This is an optimization exercise on Yosys and OpenROAD, whose aim is small area, a short achievable clock period and few clock cycles, not a production implementation.
At most, simulation tests tie the RTL to the original design; equivalence was not proved.

==> 01-11 <==
// wb_estimator
module wb_estimator (
    input  wire        clk,
    input  wire        rst,
    input  wire        start,
    input  wire [15:0] cfg_width,
    input  wire [15:0] cfg_height,
    input  wire [15:0] cfg_n,        
    input  wire [15:0] cfg_m,        
    input  wire [31:0] cfg_seed,
    output wire        busy,
    output reg         req_valid,
    input  wire        req_ready,
    output reg  [15:0] req_x,
    output reg  [15:0] req_y,
    input  wire        rsp_valid,
    input  wire [9:0]  rsp_r,
    input  wire [9:0]  rsp_g,
    input  wire [9:0]  rsp_b,
    output reg         done,
    output reg  [1:0]  status,       
    output reg  [31:0] gain_r,
    output reg  [31:0] gain_g,
    output reg  [31:0] gain_b,
    output wire [31:0] seed_out
);
Settings: LEC_CHECK=0, CAP_MARGIN=20, CORE_MARGIN=2, CORE_UTILIZATION=60, SLEW_MARGIN=20; clock period 30.0 ns.
run.sh (not shown) runs the stock make flow with config.mk's settings and CLKGATE_MAP_FILE= SYNTH_SCRIPT=/design/flow/synth_recipe.tcl, a recipe that flattens the netlist after the stock synthesis.
==> 02-25 (differences from 01-11) <==
--- a/flow/design.v
+++ b/flow/design.v
@@ -31,10 +31,11 @@
     localparam P_SQRT = 2'd2;        
     localparam P_DIV  = 2'd3;        
     reg         busy_i;              
     reg         busy_o;              
     assign busy = busy_o;
+    wire        finish;              
     reg         gen_on;              
     reg         v_val;               
     reg         acc;                 
     reg         last;                
     reg         first;               
@@ -150,25 +151,33 @@
     endgenerate
     reg  [15:0] rn, rm;              
     reg         rfirst;              
     reg  [9:0]  mx_r, mx_g, mx_b;
     reg  [25:0] tot_r, tot_g, tot_b;
-    wire [9:0]  cur_r = (rfirst || rsp_r > mx_r) ? rsp_r : mx_r;
-    wire [9:0]  cur_g = (rfirst || rsp_g > mx_g) ? rsp_g : mx_g;
-    wire [9:0]  cur_b = (rfirst || rsp_b > mx_b) ? rsp_b : mx_b;
+    reg         rv;
+    reg  [9:0]  rr, rg, rb;
+    always @(posedge clk) begin
+        rr <= rsp_r;
+        rg <= rsp_g;
+        rb <= rsp_b;
+    end
+    wire [9:0]  cur_r = (rfirst || rr > mx_r) ? rr : mx_r;
+    wire [9:0]  cur_g = (rfirst || rg > mx_g) ? rg : mx_g;
+    wire [9:0]  cur_b = (rfirst || rb > mx_b) ? rb : mx_b;
     wire        rsp_end = rn == 16'd1;
     wire [25:0] nt_r = acc26(tot_r, mx_r);
     wire [25:0] nt_g = acc26(tot_g, mx_g);
     wire [25:0] nt_b = acc26(tot_b, mx_b);
     wire [53:0] sreg = cutq[53:0];     
     wire [28:0] sr   = cutq[88:60];    
     wire [25:0] tq   = cutq[115:90];   
     wire        sat_r = cutq[116], sat_g = cutq[117], sat_b = cutq[118];
     wire [25:0] rem_r = cutq[145:120];
-    wire [25:0] sq_a = gain_r[0] ? tot_r : 26'd0;
-    wire [25:0] sq_b = gain_g[0] ? tot_g : 26'd0;
-    wire [25:0] sq_c = gain_b[0] ? tot_b : 26'd0;
+    reg         m0_r, m0_g, m0_b;   
+    wire [25:0] sq_a = m0_r ? tot_r : 26'd0;
+    wire [25:0] sq_b = m0_g ? tot_g : 26'd0;
+    wire [25:0] sq_c = m0_b ? tot_b : 26'd0;
     wire [27:0] sq_p  = sreg[53:26];
     wire [27:0] sq_s1 = sq_p ^ {2'd0, sq_a} ^ {2'd0, sq_b};
     wire [28:0] sq_c1 = {sq_p & {2'd0, sq_a} | sq_p & {2'd0, sq_b} | {2'd0, sq_a & sq_b}, 1'b0};
     wire [28:0] sq_s2 = {1'b0, sq_s1} ^ sq_c1 ^ {3'd0, sq_c};
     wire [28:0] sq_c2 = {sq_s1[27:0] & sq_c1[27:0] | sq_s1[27:0] & {2'd0, sq_c} | sq_c1[27:0] & {2'd0, sq_c}, 1'b0};
@@ -232,13 +241,15 @@
                 fin_next[115:90]  = tq << 1;
                 fin_next[145:120] = nr_r;
             end
         endcase
     end
+    assign finish = cfg_bad || sq0_zero || busy_i && phase == P_DIV && step_end_dv;
     always @(posedge clk) begin
         if (rst) begin
             busy_i    <= 1'b0;
+            rv        <= 1'b0;
             busy_o    <= 1'b0;
             done      <= 1'b0;
             req_valid <= 1'b0;
             sk_valid  <= 1'b0;
             gen_on    <= 1'b0;
@@ -248,18 +259,17 @@
             last      <= 1'b0;
             first     <= 1'b0;
         end else begin
             done  <= 1'b0;
             first <= go;
+            busy_i <= (go || busy_i) && !finish;
             if (go) begin
-                busy_i <= 1'b1;
                 busy_o <= 1'b1;
                 gen_on <= 1'b1;
             end
-            if (cfg_bad || sq0_zero ||
-                busy_i && phase == P_DIV && step_end_dv) begin
-                busy_i <= 1'b0; busy_o <= 1'b0;
+            if (finish) begin
+                busy_o <= 1'b0;
                 done <= 1'b1;
             end
             if (ofree) begin
                 req_valid <= sk_valid || pv[NP-1];
                 sk_valid  <= 1'b0;
@@ -272,12 +282,13 @@
                 if (gen_on && gn == 16'd1 && gm == 16'd1) gen_on <= 1'b0;
             end
             if (cfg_bad) begin
                 gen_on    <= 1'b0;
             end
-            acc <= rsp_valid && rsp_end;
-            if (rsp_valid && rsp_end && rm == 16'd1) last <= 1'b1;
+            rv  <= rsp_valid;
+            acc <= rv && rsp_end;
+            if (rv && rsp_end && rm == 16'd1) last <= 1'b1;
             if (run_end) last <= 1'b0;
         end
     end
     always @(posedge clk) begin
         if (!busy_i) begin
@@ -325,11 +336,11 @@
         end
         if (div_on) begin
             {gm[9:0], gn} <= nr_g;
             {rm[9:0], rn} <= nr_b;
         end
-        if (rsp_valid) begin
+        if (rv) begin
             mx_r <= cur_r;
             mx_g <= cur_g;
             mx_b <= cur_b;
             rfirst <= rsp_end;
             if (rsp_end) begin
@@ -371,16 +382,22 @@
                     phase  <= P_SQ;
                     step   <= 5'd0;
                     gain_r <= {6'd0, nt_r};
                     gain_g <= {6'd0, nt_g};
                     gain_b <= {6'd0, nt_b};
+                    m0_r   <= nt_r[0];
+                    m0_g   <= nt_g[0];
+                    m0_b   <= nt_b[0];
                 end
             end
             P_SQ: begin
                 gain_r <= gain_r >> 1;
                 gain_g <= gain_g >> 1;
                 gain_b <= gain_b >> 1;
+                m0_r   <= gain_r[1];
+                m0_g   <= gain_g[1];
+                m0_b   <= gain_b[1];
                 step   <= step + 5'd1;
                 if (step_end_sq) begin
                     phase <= P_SQRT;
                     step  <= 5'd0;
                 end
==> flow/flow/run.sh (new file) <==
#!/bin/bash
# The standard layout (the standard flow's config.mk, constraints and synthesis,
# called through standard.sh), with one change: the timing repair that ORFS
# runs after clock-tree synthesis and after global routing aims at a setup
# slack of 22.8 ns on the design's 30 ns clock instead of 0 ns, so that it
# sizes the port buffers and the slowest paths for an achieved period of
# about 7.2 ns. make's full output goes to standard.log; each ORFS step keeps
# its own log under orfs/logs/.
set -euo pipefail
export SETUP_SLACK_MARGIN=22.8
bash standard.sh > standard.log 2>&1
==> flow/standard.sh (new file) <==
#!/bin/bash
# synth_recipe.tcl (not shown) runs the flow's synth.tcl, then flattens the netlist and writes it again
# the make line also repeats each setting of config.mk as NAME=value (left out here)
make -C /OpenROAD-flow-scripts/flow DESIGN_CONFIG=/design/flow/config.mk WORK_HOME=/design/flow/orfs CLKGATE_MAP_FILE= SYNTH_SCRIPT=/design/flow/synth_recipe.tcl "${@:-finish}"
removed: flow/run.sh
==> 01-08 (differences from 01-11) <==
--- a/flow/design.v
+++ b/flow/design.v
@@ -43,11 +43,11 @@
     wire        adv  = !sk_valid;    
     wire        ofree = !req_valid || req_ready;
     reg  [1:0]  phase;
     reg  [4:0]  step;
     wire        step_end_sq = step == 5'd25;
-    wire        step_end_dv = step == 5'd16;
+    wire        step_end_dv = step == 5'd31;
     reg  [15:0] dim_x, dim_y;        
     reg  [15:0] n_cfg;
     wire        cfg_rej  = dim_x[15:2] == 14'd0 && dim_x[1:0] != 2'd3 ||
                            dim_y[15:2] == 14'd0 && dim_y[1:0] != 2'd3;
     wire        cfg_zero = n_cfg == 16'd0 || gm == 16'd0;
@@ -161,11 +161,10 @@
     wire [25:0] nt_b = acc26(tot_b, mx_b);
     wire [53:0] sreg = cutq[53:0];     
     wire [28:0] sr   = cutq[88:60];    
     wire [25:0] tq   = cutq[115:90];   
     wire        sat_r = cutq[116], sat_g = cutq[117], sat_b = cutq[118];
-    wire [25:0] rem_r = cutq[145:120];
     wire [25:0] sq_a = gain_r[0] ? tot_r : 26'd0;
     wire [25:0] sq_b = gain_g[0] ? tot_g : 26'd0;
     wire [25:0] sq_c = gain_b[0] ? tot_b : 26'd0;
     wire [27:0] sq_p  = sreg[53:26];
     wire [27:0] sq_s1 = sq_p ^ {2'd0, sq_a} ^ {2'd0, sq_b};
@@ -185,18 +184,14 @@
     wire [32:0] rt_dif;
     wire        rt_co;
     wb_add #(33) u_rt (.a(rt_s), .b(rt_c), .ci(1'b1), .s(rt_dif), .co(rt_co));
     wire        rt_ge  = !rt_dif[32];
     wire [25:0] t_fin  = {tq[24:0], rt_ge};
-    wire [25:0] rem_g = {gm[9:0], gn};
-    wire [25:0] rem_b = {rm[9:0], rn};
-    wire        dbit = tq[0];          
-    wire [26:0] dr_r = {rem_r, dbit};
-    wire [26:0] dr_g = {rem_g, dbit};
-    wire [26:0] dr_b = {rem_b, dbit};
-    wire        div_on = busy_i && (phase == P_SQRT && step != 5'd0 || phase == P_DIV);
-    wire        sat_on = phase == P_SQRT && step != 5'd0 && step <= 5'd10;
+    wire        dbit = tq[15];
+    wire [26:0] dr_r = {sreg[25:0], dbit};
+    wire [26:0] dr_g = {sreg[51:26], dbit};
+    wire [26:0] dr_b = {sr[25:0], dbit};
     wire [26:0] df_r, df_g, df_b;
     wire        q_r, q_g, q_b;       
     wb_add #(27) u_dr (.a(dr_r), .b(~{1'b0, tot_r}), .ci(1'b1), .s(df_r), .co(q_r));
     wb_add #(27) u_dg (.a(dr_g), .b(~{1'b0, tot_g}), .ci(1'b1), .s(df_g), .co(q_g));
     wb_add #(27) u_db (.a(dr_b), .b(~{1'b0, tot_b}), .ci(1'b1), .s(df_b), .co(q_b));
@@ -213,26 +208,30 @@
         case (phase)
             P_RUN: fin_next[53:0] = 54'd0;
             P_SQ: begin
                 fin_next[53:0] = sq_next;
                 if (step_end_sq) begin
-                    fin_next[88:60]   = {27'd0, sq_next[53:52]};
-                    fin_next[115:90]  = 26'd0;
-                    fin_next[118:116] = 3'd0;
-                    fin_next[145:120] = 26'd0;
+                    fin_next[88:60]  = {27'd0, sq_next[53:52]};
+                    fin_next[115:90] = 26'd0;
                 end
             end
             P_SQRT: begin
                 fin_next[53:0]   = sreg << 2;
                 fin_next[88:60]  = rt_ge ? rt_dif[28:0] : rt_cur[28:0];
                 fin_next[115:90] = t_fin;
-                if (step != 5'd0) fin_next[145:120] = nr_r;
-                if (sat_on) fin_next[118:116] = {sat_b | q_b, sat_g | q_g, sat_r | q_r};
+                if (step_end_sq) begin
+                    fin_next[53:0]    = {16'd0, tq[24:15], 16'd0, tq[24:15]};
+                    fin_next[88:60]   = {19'd0, tq[24:15]};
+                    fin_next[118:116] = {{6'd0, tq[24:15]} >= tot_b,
+                                         {6'd0, tq[24:15]} >= tot_g,
+                                         {6'd0, tq[24:15]} >= tot_r};
+                end
             end
             default: begin  
-                fin_next[115:90]  = tq << 1;
-                fin_next[145:120] = nr_r;
+                fin_next[115:90] = tq << 1;
+                fin_next[53:0]   = {2'b00, nr_g, nr_r};
+                fin_next[88:60]  = {3'd0, nr_b};
             end
         endcase
     end
     always @(posedge clk) begin
         if (rst) begin
@@ -315,20 +314,10 @@
                 end else begin
                     gn <= dec16(gn);
                 end
             end
         end
-        if (busy_i && phase == P_SQ && step_end_sq) begin
-            gn <= 16'd0;
-            gm <= 16'd0;
-            rn <= 16'd0;
-            rm <= 16'd0;
-        end
-        if (div_on) begin
-            {gm[9:0], gn} <= nr_g;
-            {rm[9:0], rn} <= nr_b;
-        end
         if (rsp_valid) begin
             mx_r <= cur_r;
             mx_g <= cur_g;
             mx_b <= cur_b;
             rfirst <= rsp_end;
@@ -389,15 +378,10 @@
                     gain_g <= 32'd65536;
                     gain_b <= 32'd65536;
                 end
             end
             P_SQRT: begin
-                if (step != 5'd0) begin
-                    gain_r <= {gain_r[30:0], q_r | sat_r};
-                    gain_g <= {gain_g[30:0], q_g | sat_g};
-                    gain_b <= {gain_b[30:0], q_b | sat_b};
-                end
                 step <= step + 5'd1;
                 if (step_end_sq) begin
                     phase <= P_DIV;
                     step  <= 5'd0;
                 end
@@ -411,18 +395,11 @@
             end
         endcase
     end
 endmodule
 module wb_add #(parameter W = 32) (input [W-1:0] a, input [W-1:0] b, input ci, output [W-1:0] s, output co);
-    function integer lg2(input integer n);   
-        integer k;
-        begin
-            lg2 = 0;
-            for (k = 1; k < n; k = k * 2) lg2 = lg2 + 1;
-        end
-    endfunction
-    localparam L = lg2(W + 1);
+    localparam L = $clog2(W + 1);
     wire [W:0] g0, p0;
     assign g0[0] = ci; assign p0[0] = 1'b0;
     assign g0[W:1] = a & b; assign p0[W:1] = a ^ b;
     wire [W:0] g [0:2*L];
     wire [W:0] p [0:2*L];
==> notes <==
Global-route usage, highest first: 01-11, 02-25, 01-08.
Register-to-register slack, lowest first: 01-11, 01-08, 02-25.
In 01-08 the sequential cell count is lower than in 02-25, by 35.
Critical path depth: 02-25 < 01-08 < 01-11.
Clock-buffer cell count, lowest first: 01-08, 01-11, 02-25.
Non-clock buffer count: 02-25 > 01-08 > 01-11.
First-iteration DRC count, lowest first: 01-08, 01-11, 02-25.
Cell count: 01-11 < 01-08 < 02-25.
Clock skew, lowest first: 02-25, 01-11, 01-08.
==> figures <==
metric	02-25	01-08	01-11
Run status	no timing/DRC/antenna violations	no timing/DRC/antenna violations	no timing/DRC/antenna violations
Setup crit end kind	primary output	register	register
Worst EP required	24.00 ns	30.45 ns	30.42 ns
Count of non-CTS inverters in the layout	719	768	751
Wire length of the first global-routing pass	301 mm	301 mm	302 mm
Number of buffers added for setup after CTS	56	0	0
Clk_buf instances	117	97	108
Headroom to the max-slew limit	25.4%	24.3%	25.4%
Adder-Cell Fraction of Synth Area	25.8%	25.9%	25.9%
Highest Clock Rate	138 MHz	120 MHz	120 MHz
Die area	104,000 µm²	105,000 µm²	104,000 µm²
GRT Overall Usage	37.8%	36.4%	37.9%
Critical path start-end classification	reg2out	in2reg	reg2reg
Utilization after layout	68.6%	67.6%	67.5%
Num Clock Sinks	681	646	646
Wire length on met1	78.0 mm	77.8 mm	80.6 mm
Clock network latency to the later pin of the worst-skew pair	0.68 ns	0.69 ns	0.67 ns
Taps Inserted	1,357	1,368	1,298
Sequential cell area share	25.3%	23.8%	24.2%
Testbench counts of 01-11, summed over its fixed seeds: cycles 25,406.
Testbench counts of 02-25, summed over its fixed seeds: cycles 25,470.
Only the layout flow was run in 01-08; the RTL was not checked for function there.

## port drivers added, routing unchanged
The results above use ideal ports. As a check the final layouts listed here were re-extracted and re-timed, cells and wires unchanged. Step 1 sets driving cells, clkbuf_16 on the clock port and buf_2 on the other inputs (assumed; they add their load-dependent delay and slew). Step 2 also shifts input and output timing later by t, the mid clock arrival at the registers, as if the neighbouring blocks saw the same clock. Slacks: ideal / step 1 / step 2; pairs: ideal / step 1.
run | t, ns | setup WS [ns] | worst setup path at the end | cell pins on the clock port's net
01-11 | 0.727 | 21.656 / 21.645 / 21.226 | input to register | 1
02-25 | 0.739 | 22.757 / 22.682 / 22.343 | input to register | 1
01-08 | 0.749 | 21.696 / 21.711 / 20.996 | input to register | 1
After both steps every run listed still meets setup and hold. The setup slack of 01-08, which loses most, moves by +0.015 ns with the drivers and by -0.700 ns with both steps.
